From an optimization exercise on the open Yosys and OpenROAD flow, aimed at small area, a short achievable clock period and few clock cycles per item; shortcuts taken in it are not production practice. Where RTL was checked, it was by simulation tests only, not by an equivalence proof against the original. Power figures rest on the tool's default switching activity, not on a simulated workload.

==> flow/design.v (excerpt) <==
module fm_decoder (
    input  wire         clk,
    input  wire         rst_n,
    input  wire         cmd_valid,
    output reg          cmd_ready,
    input  wire [31:0]  cmd_data,
    output reg          res_valid,
    input  wire         res_ready,
    output reg  [15:0]  res_head,
    output reg  [103:0] res_payload,
    output wire [31:0]  dstat
);
==> flow/config.mk <==
export PLATFORM = sky130hd
export DESIGN_NAME = fm_decoder
export DESIGN_NICKNAME = fm_decoder
export VERILOG_FILES = /design/flow/design.v
export SDC_FILE = /design/flow/constraint.sdc
export NUM_CORES = 4
export LEC_CHECK = 0
export ABC_CLOCK_PERIOD_IN_PS = 5000
export CAP_MARGIN = 30
export CORE_MARGIN = 2
export CORE_UTILIZATION = 45
export CTS_CLUSTER_DIAMETER = 100
export CTS_CLUSTER_SIZE = 25
export PLACE_DENSITY = 0.6
export SLEW_MARGIN = 30
==> flow/constraint.sdc <==
create_clock -name core_clock -period 22.0 [get_ports {clk}]
set_input_delay 4.4000 -clock core_clock [delete_from_list [all_inputs] [get_ports {clk}]]
set_output_delay 4.4000 -clock core_clock [all_outputs]
set_load 0.01 [all_outputs]
standard.sh (not shown) runs the stock make flow with config.mk's settings and CLKGATE_MAP_FILE= SYNTH_SCRIPT=/design/flow/synth_recipe.tcl, a recipe that flattens the netlist after the stock synthesis.
==> flow/flow/run.sh <==
#!/bin/bash
# The standard layout (standard.sh: ORFS synth .. finish, unchanged scripts),
# with the resizer's setup repair asked to keep a larger slack margin so that it
# works on paths the 22 ns clock alone would leave untouched. The SDC, clock
# period and all other settings are the design's.
set -euo pipefail
export SETUP_SLACK_MARGIN=16
bash standard.sh > standard_flow.log 2>&1
Testbench counts at the start, summed over its fixed seeds: cycles 224,368, lines 888.
Rerun with:
--- a/flow/design.v
+++ b/flow/design.v
@@ -292,17 +292,17 @@
             5'd14: c_sig = cls[114] && !cls[115];
             5'd15: c_sig = cls[122] && !cls[123];
             default: c_sig = cls[130] && !cls[131];
         endcase
         c_sig = c_sig && !cls[0] && !cls[1];
     end
     reg  [7:0]  row0, row1, row2;
     reg         sig_ok;
-    reg  [15:0] zcs;               
+    reg  [7:0]  zsum;              
     function [15:0] csa8;
         input [7:0] a, b, c;
         reg   [7:0] cy;
         begin
             cy   = (a & b) | (a & c) | (b & c);
             csa8 = {a ^ b ^ c, cy[6:0], cy[7]};
         end
     endfunction
@@ -337,19 +337,19 @@
     wire [15:0] l2a = csa8(l1a[15:8], l1a[7:0], l1b[15:8]);
     wire [15:0] l2b = csa8(l1b[7:0],  l1c[15:8], l1c[7:0]);
     wire [15:0] l2c = csa8(l1d[15:8], l1d[7:0], l1e[15:8]);
     wire [15:0] l3a = csa8(l2a[15:8], l2a[7:0], l2b[15:8]);
     wire [15:0] l3b = csa8(l2b[7:0],  l2c[15:8], l2c[7:0]);
     wire [15:0] l4a = csa8(l3a[15:8], l3a[7:0], l3b[15:8]);
     wire [15:0] l5a = csa8(l4a[15:8], l4a[7:0], l3b[7:0]);
     wire [15:0] l6a = csa8(l5a[15:8], l5a[7:0], l1e[7:0]);
-    wire [15:0] d_cs     = csa8(zcs[15:8], zcs[7:0], last_csum);
-    wire [7:0]  d_chain  = eac8(d_cs[15:8], d_cs[7:0]);
-    wire [7:0]  d_zero   = eac8(zcs[15:8], zcs[7:0]);
+    wire [7:0]  s_zero = eac8(l6a[15:8], l6a[7:0]);
+    wire [7:0]  d_chain  = eac8(last_csum, zsum);
+    wire [7:0]  d_zero   = zsum;
     wire [4:0]  d_k      = n_black[7:3];
     wire [4:0]  d_len    = d_k - 5'd3;
     reg  [1:0]  d_class;
     reg  [3:0]  d_reason;
     always @* begin
         if (!sig_ok) begin
             d_class = C_NOBAR;  d_reason = R_SIG;
         end else if (row1[7:4] != 4'd1) begin
@@ -450,17 +450,17 @@
             row2        <= pk_m[111:104];
             res_payload <= {pk_m[7:0],   pk_m[15:8],  pk_m[23:16], pk_m[31:24],
                             pk_m[39:32], pk_m[47:40], pk_m[55:48], pk_m[63:56],
                             pk_m[71:64], pk_m[79:72], pk_m[87:80], pk_m[95:88],
                             pk_m[103:96]};
             sig_ok      <= c_sig;
         end
         if (est == E_SUM)
-            zcs <= l6a;
+            zsum <= s_zero;
         if (dec_commit) begin
             res_head <= {5'd0, out_len, out_upper, out_reason, out_class};
             if (out_class != C_PROG)
                 res_payload <= 104'd0;
         end
     end
     always @(posedge clk or negedge rst_n) begin
         if (!rst_n) begin
What happened:
- global-route usage drops by 0.34 points
- register-to-register slack got worse by 0.06 ns
- power decreases by a few percent
- fmax falls slightly
- utilization goes down by 0.37 points
- flip-flop and latch count drops by 8
- die area goes down slightly
- synthesized cell count falls slightly
- final area came out lower slightly
- combinational power goes down by roughly a tenth
- worst hold slack loses 0.019 ns
- cell count went down slightly
For the second run of this note, only the layout was checked, not whether the RTL still works.

[what the ideal ports hide]
The results above use ideal ports. As a check the final layouts listed here were re-extracted and re-timed, cells and wires unchanged. Step 1 (the two cells are an assumption about what drives the block):
set clk [get_ports {clk}]
set_driving_cell -lib_cell sky130_fd_sc_hd__clkbuf_16 $clk
set_driving_cell -lib_cell sky130_fd_sc_hd__buf_2 [delete_from_list [all_inputs] $clk]
Step 2 also shifts input and output timing later by t, the mid clock arrival at the registers, as if the neighbouring blocks saw the same clock. Slacks: no drivers / after step 1 / after step 2; pairs: no drivers / after step 1.
| run | shift t [ns] | setup slack, ns | worst setup path at the end | clock arrival spread, ns | worst slew at a driven data input, ns |
|---|---|---|---|---|---|
| the first run | 0.848 | 15.982 / 15.971 / 15.180 | input to register | 0.042 / 0.042 | 0.07 |
| the second run | 0.819 | 15.905 / 15.916 / 15.153 | input to register | 0.051 / 0.051 | 0.06 |
After both steps setup and hold are still met in every run listed. The setup slack of the first run, which loses most, moves by -0.011 ns with the drivers and by -0.802 ns with both steps.
